This design comes from an exercise in tuning for small area and a short achievable clock period on the open sky130 flow, not from production work.
Only simulation tests tie the RTL to the original design; equivalence was not proved.

==> flow/design.v, too long to show whole: its modules and the start of the top module <==
// module tvg_fa: 4 lines
// module tvg_ha: 4 lines
// module tvg_amul_ii: 168 lines
// module tvg_amul_iir: 179 lines
// module tvg_amul_iin: 168 lines
// module tvg_am8: 161 lines
// module tvg_amul32_ii: 10 lines
// module tvg_amul32_iir: 10 lines
// module tvg_amul32_iin: 10 lines
// module tvg_blend4: 108 lines
// module tvg_am8_r: 14 lines
// module tvg_lane: 66 lines
module tvg_blend4 (
    input  wire         clk,
    input  wire         rst,           
    input  wire         in_valid,
    input  wire [1:0]   in_op,         
    input  wire         in_cs,         
    input  wire [1:0]   in_mm,         
    input  wire [31:0]  in_color,      
    input  wire [7:0]   in_opacity,    
    input  wire [7:0]   in_cov,        
    input  wire [127:0] in_dst,        
    input  wire [127:0] in_src,        
    input  wire [127:0] in_mask,       
    output reg          out_valid,
    output wire [127:0] out_pix,       
    output reg          out_dst_rd,    
    output reg          out_mask_rd    
);
  // ...
==> flow/flow/run.sh <==
#!/bin/bash
# Layout of the version: the standard flow (standard.sh: ORFS synthesis
# and layout, unchanged), with the port buffers that global placement
# inserts on every input and output made sky130_fd_sc_hd__buf_2 instead of
# the flow's default choice (clkdlybuf4s50_1, a slow delay cell).
set -euo pipefail
export BUFFER_PORTS_ARGS="-buffer_cell sky130_fd_sc_hd__buf_2"
bash standard.sh > standard.log 2>&1
==> flow/standard.sh <==
#!/bin/bash
# synth_recipe.tcl (not shown) runs the flow's synth.tcl, then flattens the netlist and writes it again
# the make line also repeats each setting of config.mk as NAME=value (left out here)
make -C /OpenROAD-flow-scripts/flow DESIGN_CONFIG=/design/flow/config.mk WORK_HOME=/design/flow/orfs CLKGATE_MAP_FILE= SYNTH_SCRIPT=/design/flow/synth_recipe.tcl "${@:-finish}"
==> flow/config.mk <==
export PLATFORM = sky130hd
export DESIGN_NAME = tvg_blend4
export DESIGN_NICKNAME = tvg_blend4
export VERILOG_FILES = /design/flow/design.v
export SDC_FILE = /design/flow/constraint.sdc
export NUM_CORES = 4
export LEC_CHECK = 0
export CAP_MARGIN = 50
export CORE_MARGIN = 2
export CORE_UTILIZATION = 70
export CTS_CLUSTER_DIAMETER = 60
export CTS_CLUSTER_SIZE = 20
export PLACE_DENSITY = 0.78
export SLEW_MARGIN = 75
export SYNTH_HIERARCHICAL = 1
==> flow/constraint.sdc <==
create_clock -name core_clock -period 30.0 [get_ports {clk}]
set_input_delay 6.0000 -clock core_clock [delete_from_list [all_inputs] [get_ports {clk}]]
set_output_delay 6.0000 -clock core_clock [all_outputs]
set_load 0.01 [all_outputs]
==> report_table.html, run 1 <==
<table>
<tr><th>Metric</th><th>Value</th></tr>
<tr><th colspan="2">Outcome</th></tr>
<tr><td>Outcome</td><td>no timing/DRC/antenna violations</td></tr>
<tr><th colspan="2">Drt</th></tr>
<tr><td>Detailed-router iteration count before antenna repair</td><td>6</td></tr>
<tr><td>Antenna viol nets, final</td><td>0</td></tr>
<tr><td>Vias per inst</td><td>6.02</td></tr>
<tr><td>Topmost layer with routed signal wires</td><td>met5</td></tr>
<tr><th colspan="2">Setup path</th></tr>
<tr><td>CP cell instances</td><td>buf_2</td></tr>
<tr><td>Worst setup path startpoint</td><td>g_lane[3].u_lane.pix[13]</td></tr>
<tr><td>Critical path fanouts, max</td><td>1</td></tr>
<tr><td>CP max stage delay</td><td>380 ps</td></tr>
<tr><td>Worst reg-to-reg path cell count</td><td>22</td></tr>
<tr><th colspan="2">Finish</th></tr>
<tr><td>Final Net Count</td><td>14700</td></tr>
<tr><td>Fraction of area in clock buffers and inverters</td><td>3.33%</td></tr>
<tr><td>Clock buffer cells</td><td>130</td></tr>
<tr><td>Number of multi-input combinational cells in the layout</td><td>8934</td></tr>
<tr><td>Largest contributor to cell area by class</td><td>multi-input gates</td></tr>
<tr><td>FF+latch count</td><td>1398</td></tr>
<tr><td>Signal inverters</td><td>476</td></tr>
<tr><th colspan="2">Clocking</th></tr>
<tr><td>Level count of the clock H-tree</td><td>3</td></tr>
<tr><td>Clock transition at the registers of the reported paths</td><td>70 ps</td></tr>
<tr><td>Number of gates resized after cts</td><td>0</td></tr>
<tr><td>Setup repair bufs after CTS</td><td>0</td></tr>
<tr><td>TritonCTS clock tree</td><td>yes</td></tr>
<tr><th colspan="2">Global route</th></tr>
<tr><td>GR met2 Demand/Resource</td><td>54.7%</td></tr>
<tr><td>Met1 Usage GRT</td><td>40.9%</td></tr>
<tr><td>Pin count of the biggest net entering global routing</td><td>57</td></tr>
<tr><th colspan="2">Placed design</th></tr>
<tr><td>Post-placement cell area</td><td>0.121 mm2</td></tr>
<tr><th colspan="2">Timing</th></tr>
<tr><td>Max frequency</td><td>136 MHz</td></tr>
<tr><td>Worst Slack Setup Final</td><td>22650 ps</td></tr>
<tr><td>Final setup TNS</td><td>0 ps</td></tr>
<tr><td>RSZ-0062 raised after global routing</td><td>false</td></tr>
<tr><td>Portion of the clock cycle consumed by the worst path in the final layout</td><td>24.5%</td></tr>
<tr><td>Fin Clk Skew</td><td>37.5 ps</td></tr>
<tr><th colspan="2">Synthesis</th></tr>
<tr><td>Dominant cell by count in the synthesized netlist</td><td>nor2_1</td></tr>
<tr><td>Synth Area in Simple Gates</td><td>14.2%</td></tr>
<tr><td>Area share of the largest cell type after synthesis</td><td>34.7%</td></tr>
<tr><td>Synth unique cells</td><td>77</td></tr>
</table>
==> module tvg_lane, before the edit <==
module tvg_lane (
    input  wire        clk,
    input  wire        in_img,      
    input  wire [31:0] in_src,
    input  wire [31:0] in_dst,
    input  wire [7:0]  in_ma,       
    input  wire [7:0]  nk,          
    input  wire [31:0] nc,          
    input  wire        clear,       
    input  wire        maskon,      
    input  wire        inv_mask,    
    output reg  [31:0] pix          
);
    reg        img0;
    reg [31:0] src0;
    reg [31:0] dst0;
    reg [7:0]  ma0;
    always @(posedge clk) begin
        img0 <= in_img;
        src0 <= in_src;
        dst0 <= in_dst;
        ma0  <= in_ma;
    end
    reg        clr1;
    reg        img1;
    reg [31:0] nsrc1;
    reg [7:0]  nm1;
    reg [31:0] nd1;
    always @(posedge clk) begin
        clr1  <= clear;
        img1  <= img0;
        nsrc1 <= ~src0;
        nm1   <= !maskon ? 8'h00 : inv_mask ? ma0 : ~ma0;
        nd1   <= ~dst0;
    end
    wire [31:0] nx = img1 ? nsrc1 : nc;
    wire [31:0] ns_s2;
    tvg_amul32_iin u_s (.np(nx), .nk(nk), .ny(ns_s2));
    reg        clr2;
    reg [31:0] ns2;
    reg [7:0]  nm2;
    reg [31:0] nd2;
    always @(posedge clk) begin
        clr2 <= clr1;
        ns2  <= ns_s2;
        nm2  <= nm1;
        nd2  <= nd1;
    end
    wire [31:0] s_s3;
    tvg_amul32_iir u_m (.np(ns2), .nk(nm2), .y(s_s3));
    reg        clr3;
    reg [23:0] sc3;      
    reg [7:0]  nf3;
    reg [31:0] nd3;
    always @(posedge clk) begin
        clr3 <= clr2;
        sc3  <= s_s3[23:0];
        nf3  <= s_s3[31:24] | {8{clr2}};
        nd3  <= nd2;
    end
    wire [7:0]  sa = clr3 ? 8'h00 : nf3;
    wire [31:0] dm;
    tvg_amul32_ii u_d (.np(nd3), .nk(nf3), .y(dm));
    always @(posedge clk)
        pix <= {sa, sc3} + dm;
endmodule
==> run 2: changes to the inputs <==
--- a/flow/design.v
+++ b/flow/design.v
@@ -523,2 +523,181 @@
 endmodule
+module tvg_amul_iinr (
+    input  wire [7:0] nc,
+    input  wire [7:0] nk,
+    output wire [7:0] ny
+);
+    wire n1 = nc[0] & ~nk[0];
+    wire n2 = ~(nc[0] ? nk[1] : nk[0]);
+    wire n3 = ~(nc[0] ? nk[2] : nk[1]);
+    wire n4 = ~(nc[0] ? nk[3] : nk[2]);
+    wire n5 = ~(nc[0] ? nk[4] : nk[3]);
+    wire n6 = ~(nc[0] ? nk[5] : nk[4]);
+    wire n7 = ~(nc[0] ? nk[6] : nk[5]);
+    wire n8 = ~(nc[0] ? nk[7] : nk[6]);
+    wire n9 = ~(nc[0] | nk[7]);
+    wire n10 = ~(nc[1] | nk[0]);
+    wire n11 = ~(nc[1] | nk[1]);
+    wire n12 = ~(nc[1] | nk[2]);
+    wire n13 = ~(nc[1] | nk[3]);
+    wire n14 = ~(nc[1] | nk[4]);
+    wire n15 = ~(nc[1] | nk[5]);
+    wire n16 = ~(nc[1] | nk[6]);
+    wire n17 = ~(nc[1] | nk[7]);
+    wire n18 = ~(nc[2] | nk[0]);
+    wire n19 = ~(nc[2] | nk[1]);
+    wire n20 = ~(nc[2] | nk[2]);
+    wire n21 = ~(nc[2] | nk[3]);
+    wire n22 = ~(nc[2] | nk[4]);
+    wire n23 = ~(nc[2] | nk[5]);
+    wire n24 = ~(nc[2] | nk[6]);
+    wire n25 = ~(nc[2] | nk[7]);
+    wire n26 = ~(nc[3] | nk[0]);
+    wire n27 = ~(nc[3] | nk[1]);
+    wire n28 = ~(nc[3] | nk[2]);
+    wire n29 = ~(nc[3] | nk[3]);
+    wire n30 = ~(nc[3] | nk[4]);
+    wire n31 = ~(nc[3] | nk[5]);
+    wire n32 = ~(nc[3] | nk[6]);
+    wire n33 = ~(nc[3] | nk[7]);
+    wire n34 = ~(nc[4] | nk[0]);
+    wire n35 = ~(nc[4] | nk[1]);
+    wire n36 = ~(nc[4] | nk[2]);
+    wire n37 = ~(nc[4] | nk[3]);
+    wire n38 = ~(nc[4] | nk[4]);
+    wire n39 = ~(nc[4] | nk[5]);
+    wire n40 = ~(nc[4] | nk[6]);
+    wire n41 = ~(nc[4] | nk[7]);
+    wire n42 = ~(nc[5] | nk[0]);
+    wire n43 = ~(nc[5] | nk[1]);
+    wire n44 = ~(nc[5] | nk[2]);
+    wire n45 = ~(nc[5] | nk[3]);
+    wire n46 = ~(nc[5] | nk[4]);
+    wire n47 = ~(nc[5] | nk[5]);
+    wire n48 = ~(nc[5] | nk[6]);
+    wire n49 = ~(nc[5] | nk[7]);
+    wire n50 = ~(nc[6] | nk[0]);
+    wire n51 = ~(nc[6] | nk[1]);
+    wire n52 = ~(nc[6] | nk[2]);
+    wire n53 = ~(nc[6] | nk[3]);
+    wire n54 = ~(nc[6] | nk[4]);
+    wire n55 = ~(nc[6] | nk[5]);
+    wire n56 = ~(nc[6] | nk[6]);
+    wire n57 = ~(nc[6] | nk[7]);
+    wire n58 = ~(nc[7] | nk[0]);
+    wire n59 = ~(nc[7] | nk[1]);
+    wire n60 = ~(nc[7] | nk[2]);
+    wire n61 = ~(nc[7] | nk[3]);
+    wire n62 = ~(nc[7] | nk[4]);
+    wire n63 = ~(nc[7] | nk[5]);
+    wire n64 = ~(nc[7] | nk[6]);
+    wire n65 = ~(nc[7] | nk[7]);
+    wire n66, n67;
+    tvg_ha u_n66 (.a(n7), .b(n15), .s(n66), .co(n67));
+    wire n68, n69;
+    tvg_fa u_n68 (.a(n8), .b(n16), .c(n23), .s(n68), .co(n69));
+    wire n70, n71;
+    tvg_ha u_n70 (.a(n30), .b(n37), .s(n70), .co(n71));
+    wire n72, n73;
+    tvg_fa u_n72 (.a(n9), .b(n17), .c(n24), .s(n72), .co(n73));
+    wire n74, n75;
+    tvg_fa u_n74 (.a(n31), .b(n38), .c(n45), .s(n74), .co(n75));
+    wire n76, n77;
+    tvg_fa u_n76 (.a(n25), .b(n32), .c(n39), .s(n76), .co(n77));
+    wire n78, n79;
+    tvg_ha u_n78 (.a(n5), .b(n13), .s(n78), .co(n79));
+    wire n80, n81;
+    tvg_fa u_n80 (.a(n6), .b(n14), .c(n21), .s(n80), .co(n81));
+    wire n82, n83;
+    tvg_ha u_n82 (.a(n28), .b(n35), .s(n82), .co(n83));
+    wire n84, n85;
+    tvg_fa u_n84 (.a(n22), .b(n29), .c(n36), .s(n84), .co(n85));
+    wire n86, n87;
+    tvg_fa u_n86 (.a(n43), .b(n50), .c(n66), .s(n86), .co(n87));
+    wire n88, n89;
+    tvg_fa u_n88 (.a(n44), .b(n51), .c(n58), .s(n88), .co(n89));
+    wire n90, n91;
+    tvg_fa u_n90 (.a(n67), .b(n68), .c(n70), .s(n90), .co(n91));
+    wire n92, n93;
+    tvg_fa u_n92 (.a(n52), .b(n59), .c(n69), .s(n92), .co(n93));
+    wire n94, n95;
+    tvg_fa u_n94 (.a(n71), .b(n72), .c(n74), .s(n94), .co(n95));
+    wire n96, n97;
+    tvg_fa u_n96 (.a(n46), .b(n53), .c(n60), .s(n96), .co(n97));
+    wire n98, n99;
+    tvg_fa u_n98 (.a(n73), .b(n75), .c(n76), .s(n98), .co(n99));
+    wire n100, n101;
+    tvg_fa u_n100 (.a(n33), .b(n40), .c(n47), .s(n100), .co(n101));
+    wire n102, n103;
+    tvg_fa u_n102 (.a(n54), .b(n61), .c(n77), .s(n102), .co(n103));
+    wire n104, n105;
+    tvg_fa u_n104 (.a(n41), .b(n48), .c(n55), .s(n104), .co(n105));
+    wire n106, n107;
+    tvg_ha u_n106 (.a(n4), .b(n12), .s(n106), .co(n107));
+    wire n108, n109;
+    tvg_fa u_n108 (.a(n20), .b(n27), .c(n34), .s(n108), .co(n109));
+    wire n110, n111;
+    tvg_fa u_n110 (.a(n42), .b(n79), .c(n80), .s(n110), .co(n111));
+    wire n112, n113;
+    tvg_fa u_n112 (.a(n81), .b(n83), .c(n84), .s(n112), .co(n113));
+    wire n114, n115;
+    tvg_fa u_n114 (.a(n85), .b(n87), .c(n88), .s(n114), .co(n115));
+    wire n116, n117;
+    tvg_fa u_n116 (.a(n89), .b(n91), .c(n92), .s(n116), .co(n117));
+    wire n118, n119;
+    tvg_fa u_n118 (.a(n93), .b(n95), .c(n96), .s(n118), .co(n119));
+    wire n120, n121;
+    tvg_fa u_n120 (.a(n97), .b(n99), .c(n100), .s(n120), .co(n121));
+    wire n122, n123;
+    tvg_fa u_n122 (.a(n62), .b(n101), .c(n103), .s(n122), .co(n123));
+    wire n124, n125;
+    tvg_fa u_n124 (.a(n49), .b(n56), .c(n63), .s(n124), .co(n125));
+    wire n126, n127;
+    tvg_ha u_n126 (.a(n3), .b(n11), .s(n126), .co(n127));
+    wire n128, n129;
+    tvg_fa u_n128 (.a(n19), .b(n26), .c(n106), .s(n128), .co(n129));
+    wire n130, n131;
+    tvg_fa u_n130 (.a(n78), .b(n107), .c(n108), .s(n130), .co(n131));
+    wire n132, n133;
+    tvg_fa u_n132 (.a(n82), .b(n109), .c(n110), .s(n132), .co(n133));
+    wire n134, n135;
+    tvg_fa u_n134 (.a(n86), .b(n111), .c(n112), .s(n134), .co(n135));
+    wire n136, n137;
+    tvg_fa u_n136 (.a(n90), .b(n113), .c(n114), .s(n136), .co(n137));
+    wire n138, n139;
+    tvg_fa u_n138 (.a(n94), .b(n115), .c(n116), .s(n138), .co(n139));
+    wire n140, n141;
+    tvg_fa u_n140 (.a(n98), .b(n117), .c(n118), .s(n140), .co(n141));
+    wire n142, n143;
+    tvg_fa u_n142 (.a(n102), .b(n119), .c(n120), .s(n142), .co(n143));
+    wire n144, n145;
+    tvg_fa u_n144 (.a(n104), .b(n121), .c(n122), .s(n144), .co(n145));
+    wire n146, n147;
+    tvg_fa u_n146 (.a(n105), .b(n123), .c(n124), .s(n146), .co(n147));
+    wire n148, n149;
+    tvg_fa u_n148 (.a(n57), .b(n64), .c(n125), .s(n148), .co(n149));
+    wire [15:0] ra = {1'b0, n65, n147, n145, n143, n141, n139, n137, n135, n133, n131, n129, n127, n18, n2, n1};
+    wire [15:0] rb = {1'b0, n149, n148, n146, n144, n142, n140, n138, n136, n134, n132, n130, n128, n126, n10, 1'b0};
+    wire [8:0] lc;
+    assign lc[0] = 1'b0;
+    assign lc[1] = (ra[0] & rb[0]) | (lc[0] & (ra[0] | rb[0]));
+    assign lc[2] = (ra[1] & rb[1]) | (lc[1] & (ra[1] | rb[1]));
+    assign lc[3] = (ra[2] & rb[2]) | (lc[2] & (ra[2] | rb[2]));
+    assign lc[4] = (ra[3] & rb[3]) | (lc[3] & (ra[3] | rb[3]));
+    assign lc[5] = (ra[4] & rb[4]) | (lc[4] & (ra[4] | rb[4]));
+    assign lc[6] = (ra[5] & rb[5]) | (lc[5] & (ra[5] | rb[5]));
+    assign lc[7] = (ra[6] & rb[6]) | (lc[6] & (ra[6] | rb[6]));
+    assign lc[8] = (ra[7] & rb[7]) | (lc[7] & (ra[7] | rb[7]));
+    wire [8:0] hc;
+    wire [7:0] hs;
+    assign hc[0] = lc[8];
+    tvg_fa u_h0 (.a(ra[8]), .b(rb[8]), .c(hc[0]), .s(hs[0]), .co(hc[1]));
+    tvg_fa u_h1 (.a(ra[9]), .b(rb[9]), .c(hc[1]), .s(hs[1]), .co(hc[2]));
+    tvg_fa u_h2 (.a(ra[10]), .b(rb[10]), .c(hc[2]), .s(hs[2]), .co(hc[3]));
+    tvg_fa u_h3 (.a(ra[11]), .b(rb[11]), .c(hc[3]), .s(hs[3]), .co(hc[4]));
+    tvg_fa u_h4 (.a(ra[12]), .b(rb[12]), .c(hc[4]), .s(hs[4]), .co(hc[5]));
+    tvg_fa u_h5 (.a(ra[13]), .b(rb[13]), .c(hc[5]), .s(hs[5]), .co(hc[6]));
+    tvg_fa u_h6 (.a(ra[14]), .b(rb[14]), .c(hc[6]), .s(hs[6]), .co(hc[7]));
+    tvg_fa u_h7 (.a(ra[15]), .b(rb[15]), .c(hc[7]), .s(hs[7]), .co(hc[8]));
+    assign ny = ~hs;
+endmodule
 module tvg_am8 (
@@ -704,2 +883,12 @@
 endmodule
+module tvg_amul32_iinr (
+    input  wire [31:0] np,
+    input  wire [7:0]  nk,
+    output wire [31:0] ny
+);
+    tvg_amul_iinr u3 (.nc(np[31:24]), .nk(nk), .ny(ny[31:24]));
+    tvg_amul_iinr u2 (.nc(np[23:16]), .nk(nk), .ny(ny[23:16]));
+    tvg_amul_iinr u1 (.nc(np[15:8]),  .nk(nk), .ny(ny[15:8]));
+    tvg_amul_iinr u0 (.nc(np[7:0]),   .nk(nk), .ny(ny[7:0]));
+endmodule
 module tvg_amul32_iin (
@@ -873,3 +1062,3 @@
     wire [31:0] ns_s2;
-    tvg_amul32_iin u_s (.np(nx), .nk(nk), .ny(ns_s2));
+    tvg_amul32_iinr u_s (.np(nx), .nk(nk), .ny(ns_s2));
     reg        clr2;
--- a/flow/config.mk
+++ b/flow/config.mk
@@ -9,6 +9,4 @@
 export CORE_MARGIN = 2
-export CORE_UTILIZATION = 70
-export CTS_CLUSTER_DIAMETER = 60
-export CTS_CLUSTER_SIZE = 20
-export PLACE_DENSITY = 0.78
+export CORE_UTILIZATION = 60
+export PLACE_DENSITY = 0.7
 export SLEW_MARGIN = 75
==> run 2 against run 1 <==
Critical endpoint is now g_lane[3].u_lane.ns2[31]; die area grew 15%; highest routed layer unchanged; still clean; critical path type is now flip-flop to flip-flop; global-route usage shrank 4.0 points.
==> report_table.html, run 2 <==
<table>
<tr><th>Metric</th><th>Value</th></tr>
<tr><th colspan="2">Outcome</th></tr>
<tr><td>Outcome</td><td>no timing/DRC/antenna violations (unchanged)</td></tr>
<tr><th colspan="2">Drt</th></tr>
<tr><td>Antenna viol nets, final</td><td>0 (unchanged)</td></tr>
<tr><td>Detailed-router iteration count before antenna repair</td><td>8 (was 6)</td></tr>
<tr><td>Routed len/inst</td><td>19.9 um (about the same)</td></tr>
<tr><td>Vias per inst</td><td>5.76 (was 6.02)</td></tr>
<tr><td>Total DRC errors in the routed layout</td><td>0 (unchanged)</td></tr>
<tr><td>Count of vias placed by the detailed router</td><td>79800 (was 83100)</td></tr>
<tr><td>Number of DRC violations after detailed-routing iteration 0</td><td>5688 (was 6244)</td></tr>
<tr><td>Routed Wire Length</td><td>276 mm (was 275 mm)</td></tr>
<tr><th colspan="2">Global route</th></tr>
<tr><td>Pin count of the biggest net entering global routing</td><td>59 (was 57)</td></tr>
<tr><td>Initial antenna violation count</td><td>15 (was 10)</td></tr>
<tr><td>Via count of the first global-routing pass</td><td>86500 (was 89200)</td></tr>
<tr><td>Aggregate global routing overflow</td><td>0 (unchanged)</td></tr>
<tr><td>Global-route wire length before repair</td><td>449 mm (was 452 mm)</td></tr>
<tr><td>Global-route total usage across every layer</td><td>28.6% (was 32.6%)</td></tr>
<tr><th colspan="2">Clocking</th></tr>
<tr><td>Setup repair bufs after CTS</td><td>0 (unchanged)</td></tr>
<tr><td>Clock sink total</td><td>1398 (unchanged)</td></tr>
<tr><td>Clock buffer count from CTS</td><td>153 (was 119)</td></tr>
<tr><td>Level count of the clock H-tree</td><td>4 (was 3)</td></tr>
<tr><td>Clock transition at the registers of the reported paths</td><td>60 ps (was 70 ps)</td></tr>
<tr><td>Number of gates resized after cts</td><td>0 (unchanged)</td></tr>
<tr><td>TritonCTS clock tree</td><td>yes (unchanged)</td></tr>
<tr><td>Hold-fix buffer count after cts</td><td>0 (unchanged)</td></tr>
<tr><td>Clock Tree Buf Depth</td><td>3 (unchanged)</td></tr>
<tr><td>Cell chosen for the clock root</td><td>clkbuf_16 (unchanged)</td></tr>
<tr><td>Clock latency on the worst-skew pair</td><td>840 ps (was 820 ps)</td></tr>
<tr><th colspan="2">Floorplan</th></tr>
<tr><td>Total I/O pin count</td><td>571 (unchanged)</td></tr>
<tr><td>Die Area</td><td>0.197 mm2 (was 0.171 mm2)</td></tr>
<tr><td>Chip width</td><td>444 um (was 414 um)</td></tr>
<tr><td>Core Region</td><td>0.192 mm2 (was 0.167 mm2)</td></tr>
<tr><td>Effective utilization at floorplan</td><td>60.3% (was 70.5%)</td></tr>
<tr><td>Chip Height</td><td>444 um (was 414 um)</td></tr>
<tr><td>Floorplan row count</td><td>161 (was 150)</td></tr>
<tr><th colspan="2">Setup path</th></tr>
<tr><td>Worst reg-to-reg path cell count</td><td>22 (unchanged)</td></tr>
<tr><td>Worst r2r src</td><td>nc1[20] (was g_lane[2].u_lane.nf3[5])</td></tr>
<tr><td>Critical path type</td><td>flip-flop to flip-flop (was flip-flop to output port)</td></tr>
<tr><td>Data required time of the worst path</td><td>30740 ps (was 24000 ps)</td></tr>
<tr><td>R2R setup slack</td><td>22130 ps (was 23210 ps)</td></tr>
<tr><td>Startpoint class of the critical path</td><td>flip-flop (unchanged)</td></tr>
<tr><td>Arr. time, crit path</td><td>8610 ps (was 1350 ps)</td></tr>
<tr><td>Critical path fanouts, max</td><td>36 (was 1)</td></tr>
<tr><td>Reg-to-reg endpoint</td><td>g_lane[3].u_lane.ns2[31] (was g_lane[2].u_lane.pix[17])</td></tr>
<tr><td>CP Capture Type</td><td>flip-flop (was output port)</td></tr>
<tr><th colspan="2">Worst hold path</th></tr>
<tr><td>Hold path startpoint</td><td>drd3 (was g_lane[3].u_lane.nd2[28])</td></tr>
<tr><td>Hold Path End</td><td>out_dst_rd (was g_lane[3].u_lane.nd3[28])</td></tr>
<tr><td>Hold Crit Depth</td><td>0 (unchanged)</td></tr>
<tr><td>Class of the most critical hold timing path</td><td>flip-flop to flip-flop (unchanged)</td></tr>
<tr><th colspan="2">Finish</th></tr>
<tr><td>Commonest non-fill, non-tap cells in the layout</td><td>nor2_1, fa_1, dfxtp_1, ha_1, inv_1 (unchanged)</td></tr>
<tr><td>Most frequent standard cell in the layout excluding fill and tap cells</td><td>nor2_1 (unchanged)</td></tr>
<tr><td>Fraction of final layout cells with drive strength greater than 1</td><td>13.4% (was 12.3%)</td></tr>
<tr><td>Final Net Count</td><td>14400 (was 14700)</td></tr>
<tr><td>Relative area change from synthesis to final layout</td><td>8.62% (was 6.71%)</td></tr>
<tr><td># fillers</td><td>15100 (was 11400)</td></tr>
<tr><td>Cell area after layout</td><td>0.126 mm2 (about the same)</td></tr>
<tr><td>Final Core Density</td><td>65.5% (was 75.2%)</td></tr>
<tr><th colspan="2">Synthesis</th></tr>
<tr><td>Number of flip-flops and latches in the synthesized netlist</td><td>1398 (unchanged)</td></tr>
<tr><td>Synth unique cells</td><td>74 (was 77)</td></tr>
<tr><td>Post-Synthesis Cell Area</td><td>0.116 mm2 (was 0.118 mm2)</td></tr>
<tr><td>Syn avg cell area</td><td>10.3 um2 (was 10.2 um2)</td></tr>
<tr><td>Area share of the largest cell type after synthesis</td><td>36.9% (was 34.7%)</td></tr>
<tr><td>Number of enable flip-flop cells after synthesis</td><td>0 (unchanged)</td></tr>
<tr><td>Largest area contributor in the netlist</td><td>fa_1 (unchanged)</td></tr>
<tr><td>Main flop type after synthesis</td><td>dfxtp_1 (unchanged)</td></tr>
<tr><td>Synthesized netlist cell count</td><td>11200 (was 11600)</td></tr>
<tr><td>Synth top cells by count</td><td>nor2_1, fa_1, dfxtp_1 (unchanged)</td></tr>
<tr><td>YS warnings</td><td>9 (unchanged)</td></tr>
<tr><td>Proportion of register bits with asynchronous set or reset after synthesis</td><td>0% (unchanged)</td></tr>
<tr><td>Main area contributors after synthesis</td><td>fa_1, dfxtp_1, nor2_1 (unchanged)</td></tr>
<tr><td>Sequential element share of the synthesized area</td><td>24.1% (was 23.8%)</td></tr>
<tr><td>Dominant cell by count in the synthesized netlist</td><td>nor2_1 (unchanged)</td></tr>
<tr><th colspan="2">Run</th></tr>
<tr><td>Count of max-cap constraint violations</td><td>0 (unchanged)</td></tr>
<tr><th colspan="2">Timing</th></tr>
<tr><td>Count of endpoints failing hold in the final timing report</td><td>0 (unchanged)</td></tr>
<tr><td>Final number of setup-violating endpoints</td><td>0 (unchanged)</td></tr>
<tr><td>Max frequency</td><td>127 MHz (was 136 MHz)</td></tr>
<tr><td>Post-route worst hold slack</td><td>291 ps (was 318 ps)</td></tr>
<tr><td>Final setup TNS</td><td>0 ps (unchanged)</td></tr>
<tr><td>Fin Clk Skew</td><td>39.6 ps (was 37.5 ps)</td></tr>
<tr><td>RSZ-0062 raised after global routing</td><td>false (unchanged)</td></tr>
<tr><td>Final worst path period need</td><td>7870 ps (was 7350 ps)</td></tr>
<tr><td>Portion of the clock cycle consumed by the worst path in the final layout</td><td>26.2% (was 24.5%)</td></tr>
<tr><td>Number of slew-limit violations in the final report</td><td>0 (unchanged)</td></tr>
<tr><th colspan="2">Placed design</th></tr>
<tr><td>Estimated wirelength of the detail-placed design</td><td>212 mm (was 211 mm)</td></tr>
<tr><td>Input/output buffers</td><td>474 (unchanged)</td></tr>
<tr><td>Global placer's final weighted congestion</td><td>0.951 (was 0.925)</td></tr>
<tr><td>Post-placement cell area</td><td>0.120 mm2 (was 0.121 mm2)</td></tr>
</table>
run 2: changes by cell type after synthesis, moves of 29 or more:
cell / delta
o31ai_1: -48
o21a_1: -64
fa_1: +96
nor3_1: -32
nand2b_1: -32
a21oi_1: +64
nor2_1: -51
ha_1: -96
nand3_1: -32
nor2b_1: -64
inv_1: +64
o21ai_0: -64
a211oi_2: +29
or2_2: -32
run 2: worst max path at each step:
stage	startpoint	end	slack (ps)	cells after the start
floorplan	g_lane[0].u_lane.img1	g_lane[0].u_lane.ns2[15]	23200	21
global placement	nc1[20]	g_lane[3].u_lane.ns2[31]	21510	20
detailed placement	rle1	g_lane[3].u_lane.ns2[31]	22250	21
CTS	rle1	g_lane[3].u_lane.ns2[31]	22200	21
global route	nc1[20]	g_lane[3].u_lane.ns2[31]	21910	22
finish	nc1[20]	g_lane[3].u_lane.ns2[31]	22130	22
run 2: kinds of logic (layout without fill, tap and decap cells):
logic type               count (synthesis)  count (layout)  share of synthesized area (%)
flip-flops                            1398            1398                           24.1
AO/OA/AOI/OAI                         1326            1326                           8.44
other                                   35              76                          0.113
AND/OR/NAND/NOR                       3672            3672                           13.1
buffers and inverters                 1327            1420                           4.77
XOR/XNOR                               240             240                           1.81
multiplexers                           452             452                           4.09
adder cells (fa/ha/maj)               2755            2755                           43.5
run 2: critical path, cell delays in order, from the launching register on:
cell and delay (ps):
dfxtp_4 470, mux2_4 370, buf_8 310, buf_12 240, buf_8 250, buf_12 230
mux2i_1 130, fa_1 470, fa_1 590, fa_1 510, a2111oi_2 360, a211oi_2 100
a21oi_1 190, a211oi_2 90, fa_1 390, fa_1 390, fa_1 390, fa_1 410
fa_1 390, fa_1 390, fa_1 460, fa_1 490, inv_1 70
run 2: modules after synthesis (local to each module, per instance), a selection:
module | times used | cells inside | area, um2 | flip-flops and latches
tvg_am8 | 3 | 178 | 1280 | 0
tvg_am8_r | 3 | 16 | 320 | 16
tvg_amul_ii | 16 | 129 | 733 | 0
tvg_amul_iinr | 16 | 103 | 504 | 0
tvg_amul_iir | 16 | 95 | 474 | 0
tvg_blend4 | 1 | 197 | 2450 | 82
tvg_fa | 2092 | 1 | 20.0 | 0
tvg_ha | 306 | 1 | 12.5 | 0
tvg_lane | 4 | 699 | 8890 | 317
run 2: area by class of cell:
cell class | instances | area [um2] | share of cell area [%]
Multi-Input combinational cell | 8512 | 83100 | 66.0
Timing Repair Buffer | 595 | 3990 | 3.17
Clock inverter | 94 | 1220 | 0.966
Sequential cell | 1398 | 28200 | 22.4
Tap cell | 2526 | 3160 | 2.51
Clock buffer | 191 | 4170 | 3.31
Antenna cell | 9 | 22.5 | 0.0179
Inverter | 540 | 2030 | 1.61
run 2: routing by layer:
metal / GRT usage, % / routed length [um] / up-vias
li1: - / - / 35800
met1: 35.7 / 108000 / 40600
met2: 48.7 / 136000 / 2814
met3: 4.19 / 16700 / 615
met4: 14.2 / 14700 / 2
met5: 0 / 13 / -
run 2: stage by stage:
stage	setup WS (ps)	cells
after floorplan	23200	11200
after global placement	21510	13500
after detailed placement	22250	13600
after CTS	22200	13800
after global routing	21910	13900
final	22130	13900
==> module tvg_blend4, before the edit <==
module tvg_blend4 (
    input  wire         clk,
    input  wire         rst,           
    input  wire         in_valid,
    input  wire [1:0]   in_op,         
    input  wire         in_cs,         
    input  wire [1:0]   in_mm,         
    input  wire [31:0]  in_color,      
    input  wire [7:0]   in_opacity,    
    input  wire [7:0]   in_cov,        
    input  wire [127:0] in_dst,        
    input  wire [127:0] in_src,        
    input  wire [127:0] in_mask,       
    output reg          out_valid,
    output wire [127:0] out_pix,       
    output reg          out_dst_rd,    
    output reg          out_mask_rd    
);
    reg         v0;
    reg [1:0]   op0;
    reg         cs0;
    reg [1:0]   mm0;
    reg [7:0]   ca0;
    reg [7:0]   opa0;
    reg [7:0]   cov0;
    always @(posedge clk) begin
        if (rst)
            v0 <= 1'b0;
        else
            v0 <= in_valid;
        op0  <= in_op;
        cs0  <= in_cs;
        mm0  <= in_mm;
        ca0  <= in_color[31:24];
        opa0 <= in_opacity;
        cov0 <= in_cov;
    end
    wire is_clear = (op0 == 2'd0);
    wire is_image = op0[1];
    wire maskon   = mm0[1];
    wire [7:0] u_hi, u_g, u_lo;
    tvg_am8_r u_am_hi (
        .clk (clk),
        .a   (in_op[1] ? in_opacity : in_cs ? in_color[7:0] : in_color[23:16]),
        .b   (in_op[1] ? in_cov     : in_color[31:24]),
        .y   (u_hi)
    );
    tvg_am8_r u_am_g  (.clk(clk), .a(in_color[15:8]), .b(in_color[31:24]), .y(u_g));
    tvg_am8_r u_am_lo (
        .clk (clk),
        .a   (in_cs ? in_color[23:16] : in_color[7:0]),
        .b   (in_color[31:24]),
        .y   (u_lo)
    );
    wire [7:0] k_other = is_clear ? 8'h00 : is_image ? opa0 : cov0;
    reg [31:0] nc1;
    reg [7:0]  nk_other1;
    reg        rle1;
    always @(posedge clk) begin
        nc1      <= ~{ca0, u_hi, u_g, u_lo};
        nk_other1 <= ~k_other;
        rle1     <= (op0 == 2'd3);
    end
    wire [7:0] nk_s2 = rle1 ? nc1[23:16] : nk_other1;
    wire direct = !is_image && !is_clear && (ca0 == 8'hFF) && (mm0 == 2'd0) && (cov0 == 8'hFF);
    genvar g;
    generate
        for (g = 0; g < 4; g = g + 1) begin : g_lane
            tvg_lane u_lane (
                .clk      (clk),
                .in_img   (in_op[1]),
                .in_src   (in_src[32*g +: 32]),
                .in_dst   (in_dst[32*g +: 32]),
                .in_ma    (in_mask[32*g+24 +: 8]),
                .nk       (nk_s2),
                .nc       (nc1),
                .clear    (is_clear),
                .maskon   (maskon),
                .inv_mask (mm0[0]),
                .pix      (out_pix[32*g +: 32])
            );
        end
    endgenerate
    reg v1, drd1, mrd1;
    reg v2, drd2, mrd2;
    reg v3, drd3, mrd3;
    always @(posedge clk) begin
        if (rst) begin
            v1        <= 1'b0;
            v2        <= 1'b0;
            v3        <= 1'b0;
            out_valid <= 1'b0;
        end else begin
            v1        <= v0;
            v2        <= v1;
            v3        <= v2;
            out_valid <= v3;
        end
        drd1        <= !is_clear && !direct;
        mrd1        <= !is_clear && maskon;
        drd2        <= drd1;
        mrd2        <= mrd1;
        drd3        <= drd2;
        mrd3        <= mrd2;
        out_dst_rd  <= drd3;
        out_mask_rd <= mrd3;
    end
endmodule
==> run 3: changes to the inputs <==
--- a/flow/design.v
+++ b/flow/design.v
@@ -957,12 +957,5 @@
     );
+    wire [31:0] color_pm = {ca0, u_hi, u_g, u_lo};
     wire [7:0] k_other = is_clear ? 8'h00 : is_image ? opa0 : cov0;
-    reg [31:0] nc1;
-    reg [7:0]  nk_other1;
-    reg        rle1;
-    always @(posedge clk) begin
-        nc1      <= ~{ca0, u_hi, u_g, u_lo};
-        nk_other1 <= ~k_other;
-        rle1     <= (op0 == 2'd3);
-    end
-    wire [7:0] nk_s2 = rle1 ? nc1[23:16] : nk_other1;
+    wire [7:0] k_s1    = (op0 == 2'd3) ? u_hi : k_other;
     wire direct = !is_image && !is_clear && (ca0 == 8'hFF) && (mm0 == 2'd0) && (cov0 == 8'hFF);
@@ -977,4 +970,4 @@
                 .in_ma    (in_mask[32*g+24 +: 8]),
-                .nk       (nk_s2),
-                .nc       (nc1),
+                .k        (k_s1),
+                .color_pm (color_pm),
                 .clear    (is_clear),
@@ -1031,4 +1024,4 @@
     input  wire [7:0]  in_ma,       
-    input  wire [7:0]  nk,          
-    input  wire [31:0] nc,          
+    input  wire [7:0]  k,           
+    input  wire [31:0] color_pm,    
     input  wire        clear,       
@@ -1049,4 +1042,4 @@
     reg        clr1;
-    reg        img1;
-    reg [31:0] nsrc1;
+    reg [7:0]  nk1;
+    reg [31:0] nx1;
     reg [7:0]  nm1;
@@ -1054,11 +1047,10 @@
     always @(posedge clk) begin
-        clr1  <= clear;
-        img1  <= img0;
-        nsrc1 <= ~src0;
-        nm1   <= !maskon ? 8'h00 : inv_mask ? ma0 : ~ma0;
-        nd1   <= ~dst0;
+        clr1 <= clear;
+        nk1  <= ~k;
+        nx1  <= ~(img0 ? src0 : color_pm);
+        nm1  <= !maskon ? 8'h00 : inv_mask ? ma0 : ~ma0;
+        nd1  <= ~dst0;
     end
-    wire [31:0] nx = img1 ? nsrc1 : nc;
     wire [31:0] ns_s2;
-    tvg_amul32_iinr u_s (.np(nx), .nk(nk), .ny(ns_s2));
+    tvg_amul32_iinr u_s (.np(nx1), .nk(nk1), .ny(ns_s2));
     reg        clr2;
==> run 3 against run 2 <==
Utilization increased by 0.32 points; via count decreased by 0.91%; critical path type is now flip-flop to output port.
==> report_table.html, run 3 <==
<table>
<tr><th>Metric</th><th>Value</th></tr>
<tr><th colspan="2">Global route</th></tr>
<tr><td>Pin count of the biggest net entering global routing</td><td>38 (was 59)</td></tr>
<tr><td>Initial antenna violation count</td><td>11 (was 15)</td></tr>
<tr><td>Global-route total usage across every layer</td><td>29.2% (was 28.6%)</td></tr>
<tr><td>Aggregate global routing overflow</td><td>0 (unchanged)</td></tr>
<tr><td>GR met2 Demand/Resource</td><td>49.1% (was 48.7%)</td></tr>
<tr><td>Global-route layer with the greatest usage</td><td>met2 (unchanged)</td></tr>
<tr><td>Global-route wire length before repair</td><td>449 mm (about the same)</td></tr>
<tr><td>Met3 usage in global routing</td><td>4.60% (was 4.19%)</td></tr>
<tr><td>Via count of the first global-routing pass</td><td>85500 (was 86500)</td></tr>
<tr><td>Met1 Usage GRT</td><td>36.3% (was 35.7%)</td></tr>
<tr><th colspan="2">Finish</th></tr>
<tr><td>Final Net Count</td><td>14200 (was 14400)</td></tr>
<tr><td>Non-filler instance count after layout</td><td>13700 (was 13900)</td></tr>
<tr><td>Commonest non-fill, non-tap cells in the layout</td><td>nor2_1, fa_1, dfxtp_1, ha_1, buf_2 (was nor2_1, fa_1, dfxtp_1, ha_1, inv_1)</td></tr>
<tr><td>Relative area change from synthesis to final layout</td><td>8.97% (was 8.62%)</td></tr>
<tr><td>Cell area after layout</td><td>0.125 mm2 (was 0.126 mm2)</td></tr>
<tr><td>Fraction of final layout cells with drive strength greater than 1</td><td>13.4% (about the same)</td></tr>
<tr><td># fillers</td><td>14700 (was 15100)</td></tr>
<tr><td>Most frequent standard cell in the layout excluding fill and tap cells</td><td>nor2_1 (unchanged)</td></tr>
<tr><th colspan="2">Floorplan</th></tr>
<tr><td>Chip Height</td><td>442 um (was 444 um)</td></tr>
<tr><td>Die Area</td><td>0.195 mm2 (was 0.197 mm2)</td></tr>
<tr><td>Floorplan row count</td><td>160 (was 161)</td></tr>
<tr><td>Effective utilization at floorplan</td><td>60.4% (was 60.3%)</td></tr>
<tr><td>Total I/O pin count</td><td>571 (unchanged)</td></tr>
<tr><td>Chip width</td><td>442 um (was 444 um)</td></tr>
<tr><td>Core Region</td><td>0.190 mm2 (was 0.192 mm2)</td></tr>
<tr><th colspan="2">Synthesis</th></tr>
<tr><td>Syn avg cell area</td><td>10.4 um2 (was 10.3 um2)</td></tr>
<tr><td>Largest area contributor in the netlist</td><td>fa_1 (unchanged)</td></tr>
<tr><td>Area fraction in compound gates after synthesis</td><td>8.70% (was 8.44%)</td></tr>
<tr><td>Synth top cells by count</td><td>nor2_1, fa_1, dfxtp_1 (unchanged)</td></tr>
<tr><td>Dominant cell by count in the synthesized netlist</td><td>nor2_1 (unchanged)</td></tr>
<tr><td>Xor and xnor area share after synthesis</td><td>1.86% (was 1.81%)</td></tr>
<tr><td>Number of flip-flops and latches in the synthesized netlist</td><td>1385 (was 1398)</td></tr>
<tr><td>Post-Synthesis Cell Area</td><td>0.115 mm2 (was 0.116 mm2)</td></tr>
<tr><td>Proportion of register bits with asynchronous set or reset after synthesis</td><td>0% (unchanged)</td></tr>
<tr><td>Main area contributors after synthesis</td><td>fa_1, dfxtp_1, nor2_1 (unchanged)</td></tr>
<tr><td>Sequential element share of the synthesized area</td><td>24.1% (about the same)</td></tr>
<tr><td>Dominant combinational cell family by area after synthesis</td><td>adder cells (unchanged)</td></tr>
<tr><td>YS warnings</td><td>9 (unchanged)</td></tr>
<tr><td>Synth unique cells</td><td>76 (was 74)</td></tr>
<tr><td>Synthesized netlist cell count</td><td>11000 (was 11200)</td></tr>
<tr><td>Share of synthesized area spent on multiplexers</td><td>3.93% (was 4.09%)</td></tr>
<tr><td>Area share of the largest cell type after synthesis</td><td>37.2% (was 36.9%)</td></tr>
<tr><td>Main flop type after synthesis</td><td>dfxtp_1 (unchanged)</td></tr>
<tr><td>Number of enable flip-flop cells after synthesis</td><td>0 (unchanged)</td></tr>
<tr><td>Synthesized-area fraction occupied by adder cells</td><td>43.9% (was 43.5%)</td></tr>
<tr><td>Synth Area in Simple Gates</td><td>13.0% (was 13.1%)</td></tr>
<tr><th colspan="2">Timing</th></tr>
<tr><td>Portion of the clock cycle consumed by the worst path in the final layout</td><td>24.6% (was 26.2%)</td></tr>
<tr><td>Post-route worst hold slack</td><td>309 ps (was 291 ps)</td></tr>
<tr><td>Final worst path period need</td><td>7380 ps (was 7870 ps)</td></tr>
<tr><td>Number of slew-limit violations in the final report</td><td>0 (unchanged)</td></tr>
<tr><td>RSZ-0062 raised after global routing</td><td>false (unchanged)</td></tr>
<tr><td>Count of endpoints failing hold in the final timing report</td><td>0 (unchanged)</td></tr>
<tr><td>Final setup TNS</td><td>0 ps (unchanged)</td></tr>
<tr><td>Fin Clk Skew</td><td>34.7 ps (was 39.6 ps)</td></tr>
<tr><td>Final number of setup-violating endpoints</td><td>0 (unchanged)</td></tr>
<tr><td>Max frequency</td><td>136 MHz (was 127 MHz)</td></tr>
<tr><th colspan="2">Clocking</th></tr>
<tr><td>Clock buffer count from CTS</td><td>157 (was 153)</td></tr>
<tr><td>Cell chosen for the clock root</td><td>clkbuf_16 (unchanged)</td></tr>
<tr><td>Clock Tree Buf Depth</td><td>3 (unchanged)</td></tr>
<tr><td>Hold-fix buffer count after cts</td><td>0 (unchanged)</td></tr>
<tr><td>Clock latency on the worst-skew pair</td><td>830 ps (was 840 ps)</td></tr>
<tr><td>Clock sink total</td><td>1385 (was 1398)</td></tr>
<tr><td>Setup repair bufs after CTS</td><td>0 (unchanged)</td></tr>
<tr><td>TritonCTS clock tree</td><td>yes (unchanged)</td></tr>
<tr><td>Level count of the clock H-tree</td><td>4 (unchanged)</td></tr>
<tr><td>Clock transition at the registers of the reported paths</td><td>60 ps (about the same)</td></tr>
<tr><td>Number of gates resized after cts</td><td>0 (unchanged)</td></tr>
<tr><th colspan="2">Setup path</th></tr>
<tr><td>Cell family with the largest share of critical-path delay</td><td>flip-flops (was adder cells)</td></tr>
<tr><td>CP max stage delay</td><td>380 ps (was 590 ps)</td></tr>
<tr><td>Critical path type</td><td>flip-flop to output port (was flip-flop to flip-flop)</td></tr>
<tr><td>Startpoint class of the critical path</td><td>flip-flop (unchanged)</td></tr>
<tr><td>Critical path fanouts, max</td><td>1 (was 36)</td></tr>
<tr><td>Bufs and invs on worst path</td><td>1 (was 5)</td></tr>
<tr><td>Data required time of the worst path</td><td>24000 ps (was 30740 ps)</td></tr>
<tr><td>R2R setup slack</td><td>23310 ps (was 22130 ps)</td></tr>
<tr><td>CP cell instances</td><td>buf_2 (was mux2_4, buf_8, buf_12, buf_8, buf_12, mux2i_1, fa_1, fa_1, fa_1, a2111oi_2, a211oi_2, a21oi_1, a211oi_2, fa_1, fa_1, fa_1, fa_1, fa_1, fa_1, fa_1, fa_1, inv_1)</td></tr>
<tr><td>CP Capture Type</td><td>output port (was flip-flop)</td></tr>
<tr><td>Arr. time, crit path</td><td>1380 ps (was 8610 ps)</td></tr>
<tr><td>Slowest CP cell</td><td>dfxtp_1 (was fa_1)</td></tr>
<tr><th colspan="2">Drt</th></tr>
<tr><td>Antenna viol nets, final</td><td>0 (unchanged)</td></tr>
<tr><td>Routed len/inst</td><td>20.3 um (was 19.9 um)</td></tr>
<tr><td>Detailed-router iteration count before antenna repair</td><td>6 (was 8)</td></tr>
<tr><td>Vias per inst</td><td>5.78 (was 5.76)</td></tr>
<tr><td>Routed Wire Length</td><td>278 mm (was 276 mm)</td></tr>
<tr><td>Count of vias placed by the detailed router</td><td>79100 (was 79800)</td></tr>
<tr><td>Number of DRC violations after detailed-routing iteration 0</td><td>5278 (was 5688)</td></tr>
<tr><td>Total DRC errors in the routed layout</td><td>0 (unchanged)</td></tr>
<tr><th colspan="2">Placed design</th></tr>
<tr><td>Post-placement cell area</td><td>0.119 mm2 (was 0.120 mm2)</td></tr>
<tr><td>Input/output buffers</td><td>474 (unchanged)</td></tr>
<tr><td>Global placer's final weighted congestion</td><td>0.923 (was 0.951)</td></tr>
<tr><td>Estimated wirelength of the detail-placed design</td><td>214 mm (was 212 mm)</td></tr>
<tr><td>Number of cells after detailed placement</td><td>13400 (was 13600)</td></tr>
<tr><th colspan="2">Outcome</th></tr>
<tr><td>Outcome</td><td>no timing/DRC/antenna violations (unchanged)</td></tr>
<tr><th colspan="2">Run</th></tr>
<tr><td>Count of max-cap constraint violations</td><td>0 (unchanged)</td></tr>
<tr><th colspan="2">Worst hold path</th></tr>
<tr><td>Class of the most critical hold timing path</td><td>flip-flop to flip-flop (unchanged)</td></tr>
</table>
## run 3: modules after synthesis, one instance, submodules excluded, a selection
| module | flip-flops and latches | times used | area [um2] | cells inside |
|---|---|---|---|---|
| tvg_am8 | 0 | 3 | 1280 | 178 |
| tvg_am8_r | 16 | 3 | 320 | 16 |
| tvg_amul_ii | 0 | 16 | 733 | 129 |
| tvg_amul_iinr | 0 | 16 | 504 | 103 |
| tvg_amul_iir | 0 | 16 | 474 | 95 |
| tvg_blend4 | 41 | 1 | 1470 | 124 |
| tvg_fa | 0 | 2092 | 20.0 | 1 |
| tvg_ha | 0 | 306 | 12.5 | 1 |
## run 3: path summary, 6_finish.rpt
path / to / start / depth (start not counted)
max: out_dst_rd / out_dst_rd / 1
max reg2reg: g_lane[0].u_lane.nf3[7] / g_lane[0].u_lane.nm2[4] / 18
min: g_lane[2].u_lane.nd3[30] / g_lane[2].u_lane.nd2[30] / 0
min reg2reg: g_lane[2].u_lane.nd3[30] / g_lane[2].u_lane.nd2[30] / 0
## run 3: metal layers
layer / up-vias / part of all wire, %
met2: 2738 / 49
met1: 40300 / 39
li1: 35400 / -
met4: 6 / 5.9
met3: 695 / 5.8
met5: - / 0.013
## run 3: final cells by class
cell class	instances	area, um2	share of cell area, %
repair buffers	626	3970	3.17
multi-input cells	8464	83100	66.3
inverters	408	1530	1.22
flip-flops and latches	1385	28000	22.4
clock buffers	203	4340	3.47
clock inverters	84	1130	0.906
well taps	2511	3140	2.51
diodes	8	20.0	0.0160
## run 3: stage by stage
step / setup slack (ps) / utilization [%]
after floorplan: 23230 / -
after global placement: 22830 / 62.0
after detailed placement: 23140 / 62.7
after CTS: 22570 / 65.6
after global routing: 22580 / 65.8
final: 22620 / 65.8
## run 3: cells by family after synthesis
family / Yosys count
xor gates and xnor gates: 244
muxes: 448
buffers and inverters: 1187
AOI/OAI and AO/OA: 1338
DFF: 1385
and+or+nand+nor: 3612
adders and majority gates: 2755
other: 35
==> run 4: changes to the inputs <==
--- a/flow/config.mk
+++ b/flow/config.mk
@@ -9,4 +9,6 @@
 export CORE_MARGIN = 2
-export CORE_UTILIZATION = 60
-export PLACE_DENSITY = 0.7
+export CORE_UTILIZATION = 75
+export CTS_CLUSTER_DIAMETER = 60
+export CTS_CLUSTER_SIZE = 20
+export PLACE_DENSITY = 0.82
 export SLEW_MARGIN = 75
==> run 4 against run 3 <==
Fmax up 0.52%; hold slack improved by 4.4 ps; clock skew fell by 2.1 ps; count of clock-buffer cells in the layout shrank 76; via count rose by 2.4%; routed wire length grew 0.36%; critical path type unchanged; critical endpoint is now out_pix[37]; largest cell class unchanged.
==> report_table.html, run 4 <==
<table>
<tr><th>Metric</th><th>Value</th></tr>
<tr><th colspan="2">Global route</th></tr>
<tr><td>Initial antenna violation count</td><td>13 (was 11)</td></tr>
<tr><td>Global-route total usage across every layer</td><td>36.3% (was 29.2%)</td></tr>
<tr><td>Aggregate global routing overflow</td><td>0 (unchanged)</td></tr>
<tr><td>Global-route wire length before repair</td><td>452 mm (was 449 mm)</td></tr>
<tr><td>Pin count of the biggest net entering global routing</td><td>38 (unchanged)</td></tr>
<tr><td>Via count of the first global-routing pass</td><td>88100 (was 85500)</td></tr>
<tr><th colspan="2">Drt</th></tr>
<tr><td>Count of vias placed by the detailed router</td><td>81000 (was 79100)</td></tr>
<tr><td>Total DRC errors in the routed layout</td><td>0 (unchanged)</td></tr>
<tr><td>Number of DRC violations after detailed-routing iteration 0</td><td>6404 (was 5278)</td></tr>
<tr><td>Antenna viol nets, final</td><td>0 (unchanged)</td></tr>
<tr><td>Detailed-router iteration count before antenna repair</td><td>7 (was 6)</td></tr>
<tr><td>Routed len/inst</td><td>21.3 um (was 20.3 um)</td></tr>
<tr><td>Routed Wire Length</td><td>279 mm (was 278 mm)</td></tr>
<tr><td>Topmost layer with routed signal wires</td><td>met5 (unchanged)</td></tr>
<tr><td>Detail Route met3 WL</td><td>25.5 mm (was 16.1 mm)</td></tr>
<tr><td>Vias per inst</td><td>6.18 (was 5.78)</td></tr>
<tr><td>Total met2 wirelength after detailed routing</td><td>134 mm (was 136 mm)</td></tr>
<tr><td>Met1 routed wirelength after detailed routing</td><td>104 mm (was 110 mm)</td></tr>
<tr><th colspan="2">Outcome</th></tr>
<tr><td>Outcome</td><td>no timing/DRC/antenna violations (unchanged)</td></tr>
<tr><th colspan="2">Setup path</th></tr>
<tr><td>Arr. time, crit path</td><td>1340 ps (was 1380 ps)</td></tr>
<tr><td>Worst reg-to-reg path cell count</td><td>18 (unchanged)</td></tr>
<tr><td>Slowest CP cell</td><td>dfxtp_1 (unchanged)</td></tr>
<tr><td>CP cell instances</td><td>buf_2 (unchanged)</td></tr>
<tr><td>Critical path fanouts, max</td><td>1 (unchanged)</td></tr>
<tr><td>Critical path type</td><td>flip-flop to output port (unchanged)</td></tr>
<tr><td>Startpoint class of the critical path</td><td>flip-flop (unchanged)</td></tr>
<tr><td>R2R setup slack</td><td>23210 ps (was 23310 ps)</td></tr>
<tr><td>Worst setup path startpoint</td><td>g_lane[1].u_lane.pix[5] (was out_dst_rd)</td></tr>
<tr><td>Worst r2r src</td><td>g_lane[0].u_lane.nk1[5] (was g_lane[0].u_lane.nm2[4])</td></tr>
<tr><td>Data required time of the worst path</td><td>24000 ps (about the same)</td></tr>
<tr><td>Reg-to-reg endpoint</td><td>g_lane[0].u_lane.ns2[31] (was g_lane[0].u_lane.nf3[7])</td></tr>
<tr><td>Critical path depth in cells</td><td>1 (unchanged)</td></tr>
<tr><td>Bufs and invs on worst path</td><td>1 (unchanged)</td></tr>
<tr><td>Cell family with the largest share of critical-path delay</td><td>flip-flops (unchanged)</td></tr>
<tr><td>CP Capture Type</td><td>output port (unchanged)</td></tr>
<tr><td>Critical Path Sink</td><td>out_pix[37] (was out_dst_rd)</td></tr>
<tr><td>CP max stage delay</td><td>400 ps (was 380 ps)</td></tr>
<tr><th colspan="2">Synthesis</th></tr>
<tr><td>Dominant cell by count in the synthesized netlist</td><td>nor2_1 (unchanged)</td></tr>
<tr><td>Syn avg cell area</td><td>10.4 um2 (unchanged)</td></tr>
<tr><td>YS warnings</td><td>9 (unchanged)</td></tr>
<tr><td>Proportion of register bits with asynchronous set or reset after synthesis</td><td>0% (unchanged)</td></tr>
<tr><td>Synthesized netlist cell count</td><td>11000 (unchanged)</td></tr>
<tr><td>Largest area contributor in the netlist</td><td>fa_1 (unchanged)</td></tr>
<tr><td>Synth top cells by count</td><td>nor2_1, fa_1, dfxtp_1 (unchanged)</td></tr>
<tr><td>Post-Synthesis Cell Area</td><td>0.115 mm2 (unchanged)</td></tr>
<tr><td>Main area contributors after synthesis</td><td>fa_1, dfxtp_1, nor2_1 (unchanged)</td></tr>
<tr><td>Main flop type after synthesis</td><td>dfxtp_1 (unchanged)</td></tr>
<tr><td>Area share of the largest cell type after synthesis</td><td>37.2% (unchanged)</td></tr>
<tr><td>Number of enable flip-flop cells after synthesis</td><td>0 (unchanged)</td></tr>
<tr><td>Number of flip-flops and latches in the synthesized netlist</td><td>1385 (unchanged)</td></tr>
<tr><td>Synth unique cells</td><td>76 (unchanged)</td></tr>
<tr><td>Sequential element share of the synthesized area</td><td>24.1% (unchanged)</td></tr>
<tr><th colspan="2">Placed design</th></tr>
<tr><td>Post-placement cell area</td><td>0.118 mm2 (was 0.119 mm2)</td></tr>
<tr><td>Global placer's final weighted congestion</td><td>0.967 (was 0.923)</td></tr>
<tr><td>Input/output buffers</td><td>474 (unchanged)</td></tr>
<tr><td>Pre-CTS WS</td><td>23090 ps (was 23140 ps)</td></tr>
<tr><td>Number of cells after detailed placement</td><td>12900 (was 13400)</td></tr>
<tr><td>Estimated wirelength of the detail-placed design</td><td>211 mm (was 214 mm)</td></tr>
<tr><th colspan="2">Finish</th></tr>
<tr><td># fillers</td><td>9238 (was 14700)</td></tr>
<tr><td>Most frequent standard cell in the layout excluding fill and tap cells</td><td>nor2_1 (unchanged)</td></tr>
<tr><td>Non-filler instance count after layout</td><td>13100 (was 13700)</td></tr>
<tr><td>Fraction of final layout cells with drive strength greater than 1</td><td>12.5% (was 13.4%)</td></tr>
<tr><td>Commonest non-fill, non-tap cells in the layout</td><td>nor2_1, fa_1, dfxtp_1, ha_1, buf_2 (unchanged)</td></tr>
<tr><td>Final Net Count</td><td>14200 (about the same)</td></tr>
<tr><td>Relative area change from synthesis to final layout</td><td>7.07% (was 8.97%)</td></tr>
<tr><td>Cell area after layout</td><td>0.123 mm2 (was 0.125 mm2)</td></tr>
<tr><th colspan="2">Clocking</th></tr>
<tr><td>Number of gates resized after cts</td><td>0 (unchanged)</td></tr>
<tr><td>TritonCTS clock tree</td><td>yes (unchanged)</td></tr>
<tr><td>Level count of the clock H-tree</td><td>3 (was 4)</td></tr>
<tr><td>Clock sink total</td><td>1385 (unchanged)</td></tr>
<tr><td>Setup repair bufs after CTS</td><td>0 (unchanged)</td></tr>
<tr><td>Clock Tree Buf Depth</td><td>3 (unchanged)</td></tr>
<tr><td>Clock buffer count from CTS</td><td>115 (was 157)</td></tr>
<tr><td>Cell chosen for the clock root</td><td>clkbuf_16 (unchanged)</td></tr>
<tr><td>Hold-fix buffer count after cts</td><td>0 (unchanged)</td></tr>
<tr><td>Clock latency on the worst-skew pair</td><td>780 ps (was 830 ps)</td></tr>
<tr><td>Clock transition at the registers of the reported paths</td><td>90 ps (was 60 ps)</td></tr>
<tr><th colspan="2">Timing</th></tr>
<tr><td>Final number of setup-violating endpoints</td><td>0 (unchanged)</td></tr>
<tr><td>Final worst path period need</td><td>7340 ps (was 7380 ps)</td></tr>
<tr><td>Count of endpoints failing hold in the final timing report</td><td>0 (unchanged)</td></tr>
<tr><td>Worst Slack Setup Final</td><td>22660 ps (was 22620 ps)</td></tr>
<tr><td>Final setup TNS</td><td>0 ps (unchanged)</td></tr>
<tr><td>Fin Clk Skew</td><td>32.6 ps (was 34.7 ps)</td></tr>
<tr><td>Max frequency</td><td>136 MHz (about the same)</td></tr>
<tr><td>RSZ-0062 raised after global routing</td><td>false (unchanged)</td></tr>
<tr><td>Number of slew-limit violations in the final report</td><td>0 (unchanged)</td></tr>
<tr><td>Portion of the clock cycle consumed by the worst path in the final layout</td><td>24.5% (was 24.6%)</td></tr>
<tr><th colspan="2">Floorplan</th></tr>
<tr><td>Chip width</td><td>395 um (was 442 um)</td></tr>
<tr><td>Die Area</td><td>0.156 mm2 (was 0.195 mm2)</td></tr>
<tr><td>Total I/O pin count</td><td>571 (unchanged)</td></tr>
<tr><td>Floorplan row count</td><td>143 (was 160)</td></tr>
<tr><td>Chip Height</td><td>395 um (was 442 um)</td></tr>
<tr><td>Effective utilization at floorplan</td><td>75.5% (was 60.4%)</td></tr>
<tr><td>Core Region</td><td>0.152 mm2 (was 0.190 mm2)</td></tr>
<tr><th colspan="2">Worst hold path</th></tr>
<tr><td>Class of the most critical hold timing path</td><td>flip-flop to flip-flop (unchanged)</td></tr>
<tr><th colspan="2">Run</th></tr>
<tr><td>Count of max-cap constraint violations</td><td>0 (unchanged)</td></tr>
</table>
==> run 4: cell counts after synthesis <==
No cell type changed its count.
==> run 4: worst min-delay path by stage <==
stage	startpoint	endpoint	cells after the start
floorplan	drd1	drd2	0
global placement	g_lane[2].u_lane.nd1[7]	g_lane[2].u_lane.nd2[7]	0
detailed placement	g_lane[0].u_lane.nd2[17]	g_lane[0].u_lane.nd3[17]	0
CTS	g_lane[1].u_lane.nd2[6]	g_lane[1].u_lane.nd3[6]	0
global route	g_lane[1].u_lane.nd2[6]	g_lane[1].u_lane.nd3[6]	0
finish	g_lane[1].u_lane.nd2[6]	g_lane[1].u_lane.nd3[6]	0
==> run 4: layout make-up <==
class / instances / area (um2) / area share [%]
well taps: 2030 / 2540 / 2.06
clock inverters: 79 / 996 / 0.810
repair buffers: 619 / 4010 / 3.26
multi-input cells: 8464 / 82900 / 67.4
flip-flops and latches: 1385 / 28000 / 22.8
clock buffers: 127 / 3040 / 2.47
inverters: 408 / 1530 / 1.24
diodes: 6 / 15.0 / 0.0122
==> run 4: cell families (layout without fill, tap and decap cells) <==
group	after synthesis	count (layout)	share of synthesized area [%]
compound gates	1338	1338	8.70
xor+xnor	244	244	1.86
fa+ha+maj	2755	2755	43.9
buf+inv	1187	1233	4.36
flops	1385	1385	24.1
mux	448	448	3.93
other cells	35	73	0.114
simple gates	3612	3612	13.0
==> run 4: through the flow <==
step           util (%)  hold WS [ps]
5_1_grt            80.9           317
2_1_floorplan         -           310
6_report           80.9           313
3_5_place_dp       77.9           312
3_3_place_gp       77.1           310
4_1_cts            80.5           316
==> run 4: metal layers <==
layer,track usage [%],vias to the layer above
met5,0,-
met4,17.8,10
met3,7.94,851
met2,59.8,4104
met1,45.9,40800
li1,-,35300
==> run 4: per-module statistics from Yosys, one instance, submodules excluded, a selection <==
module	cell area, um2	cells inside	flops+latches
tvg_blend4	1470	124	41
tvg_lane	8880	667	324
tvg_ha	12.5	1	0
tvg_amul_iir	474	95	0
tvg_am8	1280	178	0
tvg_am8_r	320	16	16
tvg_amul_ii	733	129	0
tvg_fa	20.0	1	0
tvg_amul_iinr	504	103	0
==> run 4: worst reg2reg max path: cells and delay by family (launching register included) <==
family                   cells  cell delay (ps)
AO/OA/AOI/OAI                4              870
multiplexers                 1              180
buffers and inverters        2              420
flip-flops                   1              460
adder cells (fa/ha/maj)     11             4820

-- static timing again, ports no longer ideal --
Ports are ideal in the flow. The routed layouts listed here were re-timed in OpenROAD.
Step 1 (the two cells are an assumption about what drives the block):
set clk [get_ports {clk}]
set_driving_cell -lib_cell sky130_fd_sc_hd__clkbuf_16 $clk
set_driving_cell -lib_cell sky130_fd_sc_hd__buf_2 [delete_from_list [all_inputs] $clk]
Step 2 times the ports against the registers' clock, not the clock port: input delays grow and output delays shrink by t, the midpoint of the rising clock arrivals with the driver on.
a / b / c = no drivers / after step 1 / after step 2; a / b = the first two.
| run | t, ns | setup WS [ns] | hold WS [ns] |
|---|---|---|---|
| run 1 | 0.884 | 22.645 / 22.564 / 23.140 | 0.318 / 0.318 / 0.318 |
| run 2 | 0.905 | 22.135 / 22.135 / 22.135 | 0.291 / 0.291 / 0.291 |
| run 3 | 0.897 | 22.621 / 22.538 / 23.154 | 0.309 / 0.309 / 0.309 |
| run 4 | 0.851 | 22.659 / 22.573 / 23.075 | 0.313 / 0.313 / 0.313 |
After both steps every run listed still meets setup and hold.
